Context: an optimization exercise on an open-source flow, tuned for small area, a short achievable clock period and few clock cycles. The choices shown serve that exercise and are no tape-out recipe. Power figures rest on the tool's default switching activity, not on a simulated workload.

## the previous run
==> module s88_scanner, before the edit <==
module s88_scanner (
    input  wire        clk,
    input  wire        rst,           
    input  wire        cmd_valid,
    input  wire        cmd_enable,
    input  wire [7:0]  cmd_mc,
    output wire        cmd_ready,
    output reg         req_valid,
    output reg         req_start,
    output reg  [5:0]  req_want,
    input  wire        bat_valid,
    input  wire [31:0] bat_value,
    input  wire [5:0]  bat_n,
    output reg         ev_valid,
    output reg  [7:0]  ev_addr,
    output wire [1:0]  ev_state,
    input  wire        ev_ready
);
    reg [31:0] w0, w1, w2, w3;
    reg [1:0]  ph;
    reg [2:0]  hw_w;                
    reg [4:0]  hw_b;
    reg        enabled;
    reg [3:0]  mcm;                 
    reg [1:0]  pq;                  
    reg        vld;                 
    reg        fast;
    reg        f1;                  
    reg        f2;                  
    reg [31:0] v;
    reg [5:0]  nv;                  
    reg [4:0]  sh;                  
    reg [4:0]  k;                   
    reg        kfin;                
    reg        ev_st;               
    reg        e1_v;                
    reg [7:0]  e1_addr;
    reg        e1_st;
    integer j;
    assign ev_state  = {ev_st, ~ev_st};
    assign cmd_ready = !vld;
    wire [1:0] lastw = mcm[3:2];
    wire       want_full = (pq != lastw) || (mcm[1:0] == 2'd3);
    wire [5:0] want = req_want;
    wire can = !e1_v;               
    wire [31:0] m = v ^ w0;
    reg  [31:0] pre;                
    always @* begin
        pre[0] = 1'b0;
        for (j = 1; j < 32; j = j + 1)
            pre[j] = pre[j-1] | m[j-1];
    end
    wire [31:0] lo    = m & ~pre;
    wire        any   = |m;
    wire        multi = |(m & pre);
    reg  [5:0]  idx1;               
    always @* begin
        idx1 = 6'd0;
        for (j = 0; j < 32; j = j + 1)
            if (lo[j]) idx1 = idx1 | (j + 1);
    end
    wire        f_act  = vld && fast;
    wire        f_emit = f_act && any && can;
    wire        f_done = f_act && f1 && can;
    wire        s_act  = vld && !fast && (sh == 5'd0) && !kfin;
    wire        s_in   = ({1'b0, k} < nv) && ((ph != lastw) || (k[4:3] <= mcm[1:0]));
    wire        s_unk  = (hw_w == {1'b0, ph}) && (k == hw_b);
    wire        s_chg  = s_in && (s_unk || (v[0] ^ w0[0]));
    wire        s_step = s_act && (!s_chg || can);
    wire        s_emit = s_act && s_chg && can;
    wire        s_nb   = s_in ? v[0] : w0[0];
    wire        s_done = vld && !fast && kfin;
    wire done = f_done || s_done;
    wire emit = f_emit || s_emit;
    wire [5:0] eoff  = fast ? idx1 : ({1'b0, k} + 6'd1);
    wire [7:0] eaddr = {{1'b0, ph} + {2'b00, eoff[5]}, eoff[4:0]};
    wire       est   = fast ? |(lo & v) : v[0];
    wire acc = req_valid && bat_valid;
    wire rot = done || (!vld && (ph != pq));
    wire       part_w = !bat_n[5];                  
    wire       ce_w   = part_w || (pq == lastw);
    wire       fast_w = !part_w && want_full && (hw_w > {1'b0, pq});
    wire [31:0] dn = bat_value ^ w1;
    reg  [31:0] t_any [0:5];
    reg  [31:0] t_mul [0:5];
    integer l;
    always @* begin
        for (j = 0; j < 32; j = j + 1) begin
            t_any[0][j] = dn[j];
            t_mul[0][j] = 1'b0;
        end
        for (l = 1; l < 6; l = l + 1)
            for (j = 0; j < 32; j = j + 1)
                if (j < (32 >> l)) begin
                    t_any[l][j] = t_any[l-1][2*j] | t_any[l-1][2*j+1];
                    t_mul[l][j] = t_mul[l-1][2*j] | t_mul[l-1][2*j+1]
                                | (t_any[l-1][2*j] & t_any[l-1][2*j+1]);
                end else begin
                    t_any[l][j] = 1'b0;
                    t_mul[l][j] = 1'b0;
                end
    end
    wire dn_le1 = !t_mul[5][0];
    wire [3:0] qa = t_any[3][3:0];
    wire [3:0] qm = t_mul[3][3:0];
    wire q_ge3 = (qa[0] & qa[1] & (qa[2] | qa[3])) | (qa[2] & qa[3] & (qa[0] | qa[1]));
    wire dn_le2 = (!t_mul[4][0] && !t_mul[4][1]) || (qm == 4'd0 && !q_ge3);
    wire       vld_n  = acc || (vld && !done);
    wire       fast_n = acc ? fast_w : fast;
    wire       f1_n   = acc ? (vld && fast_w && dn_le1) : (f1 || (f_act && (!multi || (f2 && f_emit))));
    wire       slot0  = !ev_valid || ev_ready;
    wire       evv_n  = slot0 ? (e1_v || emit) : 1'b1;
    wire       e1v_n  = slot0 ? 1'b0 : (e1_v || emit);
    wire       cmd_t  = cmd_valid && !vld;
    wire       en_cmd = cmd_t && cmd_enable && !enabled && cmd_mc >= 8'd1 && cmd_mc <= 8'd16;
    wire       en_n   = en_cmd || (enabled && !(cmd_t && !cmd_enable));
    wire [1:0] ph_n   = en_cmd ? 2'd0 : (rot ? ph + 2'd1 : ph);
    wire [1:0] pq_n   = en_cmd ? 2'd0 : (acc ? (ce_w ? 2'd0 : pq + 2'd1) : pq);
    wire [3:0] mcm_n  = en_cmd ? cmd_mc[3:0] - 4'd1 : mcm;
    wire       rv_n   = en_n && (vld_n ? (fast_n && f1_n && !e1v_n && (ph_n + 2'd1 == pq_n))
                                       : (ph_n == pq_n));
    wire [31:0] hn = w0 ^ (lo & {32{f_emit}});
    always @(posedge clk) begin
        if (rot) begin
            w0 <= w1; w1 <= w2; w2 <= w3; w3 <= hn;
        end else if (s_step) begin
            w0 <= {s_nb, w0[31:1]};
        end else begin
            w0 <= hn;
        end
    end
    always @(posedge clk) begin
        fast <= fast_n;
        f1   <= f1_n;
        if (acc)
            f2 <= vld && fast_w && dn_le2;
        ph   <= ph_n;
        pq   <= pq_n;
        if (acc) begin
            v    <= bat_value;
            nv   <= bat_n[5] ? 6'd32 : bat_n;
            sh   <= (part_w && bat_n[4:0] != 5'd0) ? (5'd0 - bat_n[4:0]) : 5'd0;
            k    <= 5'd0;
            kfin <= 1'b0;
        end else if (vld && !fast && sh != 5'd0) begin
            v  <= {v[0], v[31:1]};
            sh <= sh - 5'd1;
        end else if (s_step) begin
            v  <= {v[0], v[31:1]};
            k  <= k + 5'd1;
            if (k == 5'd31)
                kfin <= 1'b1;
        end
        if (slot0) begin
            if (e1_v) begin
                ev_addr <= e1_addr;
                ev_st   <= e1_st;
            end else if (emit) begin
                ev_addr <= eaddr;
                ev_st   <= est;
            end
        end
        if (emit && !slot0) begin
            e1_addr <= eaddr;
            e1_st   <= est;
        end
        if (s_step && s_in && s_unk)
            {hw_w, hw_b} <= {hw_w, hw_b} + 8'd1;
        mcm       <= mcm_n;
        req_start <= (pq_n == 2'd0);
        req_want  <= (pq_n != mcm_n[3:2]) ? 6'd32 : {3'd1 + {1'b0, mcm_n[1:0]}, 3'b000};
        if (en_cmd) begin
            hw_w <= 3'd0;
            hw_b <= 5'd0;
        end
    end
    always @(posedge clk) begin
        if (rst) begin
            enabled   <= 1'b0;
            vld       <= 1'b0;
            ev_valid  <= 1'b0;
            e1_v      <= 1'b0;
            req_valid <= 1'b0;
        end else begin
            enabled   <= en_n;
            vld       <= vld_n;
            ev_valid  <= evv_n;
            e1_v      <= e1v_n;
            req_valid <= rv_n;
        end
    end
endmodule
export LEC_CHECK = 0
export CAP_MARGIN = 20
export CORE_MARGIN = 2
export CORE_UTILIZATION = 40
export SLEW_MARGIN = 20
create_clock -name core_clock -period 10.0 [get_ports {clk}]
standard.sh (not shown) runs the stock make flow with config.mk's settings and CLKGATE_MAP_FILE= SYNTH_SCRIPT=/design/flow/synth_recipe.tcl, a recipe that flattens the netlist after the stock synthesis.
==> flow/flow/run.sh <==
#!/bin/bash
bash standard.sh SETUP_SLACK_MARGIN=6.5 "BUFFER_PORTS_ARGS=-buffer_cell sky130_fd_sc_hd__buf_1" CTS_CLUSTER_SIZE=20 CTS_CLUSTER_DIAMETER=150 finish > standard.log 2>&1
### the previous run -> the current run
diff --git a/flow/design.v b/flow/design.v
--- a/flow/design.v
+++ b/flow/design.v
@@ -116,9 +116,11 @@
     wire       en_n   = en_cmd || (enabled && !(cmd_t && !cmd_enable));
     wire [1:0] ph_n   = en_cmd ? 2'd0 : (rot ? ph + 2'd1 : ph);
     wire [1:0] pq_n   = en_cmd ? 2'd0 : (acc ? (ce_w ? 2'd0 : pq + 2'd1) : pq);
     wire [3:0] mcm_n  = en_cmd ? cmd_mc[3:0] - 4'd1 : mcm;
-    wire       rv_n   = en_n && (vld_n ? (fast_n && f1_n && !e1v_n && (ph_n + 2'd1 == pq_n))
+    wire       kfin_n = !acc && (kfin || (s_step && k == 5'd31));
+    wire       rv_n   = en_n && (vld_n ? (((fast_n && f1_n && !e1v_n) || (!fast_n && kfin_n))
+                                          && (ph_n + 2'd1 == pq_n))
                                        : (ph_n == pq_n));
     wire [31:0] hn = w0 ^ (lo & {32{f_emit}});
     always @(posedge clk) begin
         if (rot) begin
@@ -135,22 +137,20 @@
         if (acc)
             f2 <= vld && fast_w && dn_le2;
         ph   <= ph_n;
         pq   <= pq_n;
+        kfin <= kfin_n;
         if (acc) begin
             v    <= bat_value;
             nv   <= bat_n[5] ? 6'd32 : bat_n;
             sh   <= (part_w && bat_n[4:0] != 5'd0) ? (5'd0 - bat_n[4:0]) : 5'd0;
             k    <= 5'd0;
-            kfin <= 1'b0;
         end else if (vld && !fast && sh != 5'd0) begin
             v  <= {v[0], v[31:1]};
             sh <= sh - 5'd1;
         end else if (s_step) begin
             v  <= {v[0], v[31:1]};
             k  <= k + 5'd1;
-            if (k == 5'd31)
-                kfin <= 1'b1;
         end
         if (slot0) begin
             if (e1_v) begin
                 ev_addr <= e1_addr;
### Flow results
- Worst setup path startpoint: bat_value[18] -> the previous run, bat_value[21] -> the current run
- Changes observed in the current run relative to the previous run: via count climbed 2.0%, met1 usage climbed 1.8 points, fmax climbed about 2%, worst path required time dropped 0.10 ns, horizontal die dimension climbed about 1.2%.
- On first-pass GRT wire length, the previous run beats the current run.
- Cmp the current run and the previous run / routed wire length / higher: the current run
- In the current run, the net switching power of the design came out about 0.7% below the value in the previous run.
- On fraction of standard cell area in multi-input logic, the current run and the previous run are basically level.
- The current run: total power lower than the previous run
- On area fraction in and, or, nand and nor cells after synthesis, the previous run tracks the current run almost exactly.
Function was not checked in any run of this note: the RTL went through the layout flow alone.

-- static timing again, ports no longer ideal --
How much do the figures lean on ideal ports? The routed layouts below were timed once more, with nothing changed but the port constraints.
Step 1, drivers: a clkbuf_16 drives clk and a buf_2 each remaining input, both assumed.
Step 2 times the ports against the registers' clock, not the clock port: input delays grow and output delays shrink by t, the midpoint of the rising clock arrivals with the driver on.
Three values: ideal, step 1, step 2; two values: the first two.
| run | t, ns | setup slack, ns | slew at the worst register clock pin (ns) | worst data-port slew with drivers (ns) |
|---|---|---|---|---|
| the previous run | 0.528 | 6.442 / 6.469 / 5.940 | 0.10 / 0.10 | 0.05 |
| the current run | 0.544 | 6.515 / 6.518 / 5.996 | 0.09 / 0.09 | 0.04 |
After both steps setup and hold are still met in every run listed. For the current run, which loses most, drivers alone change the setup slack by +0.003 ns; drivers and shift together by -0.519 ns.
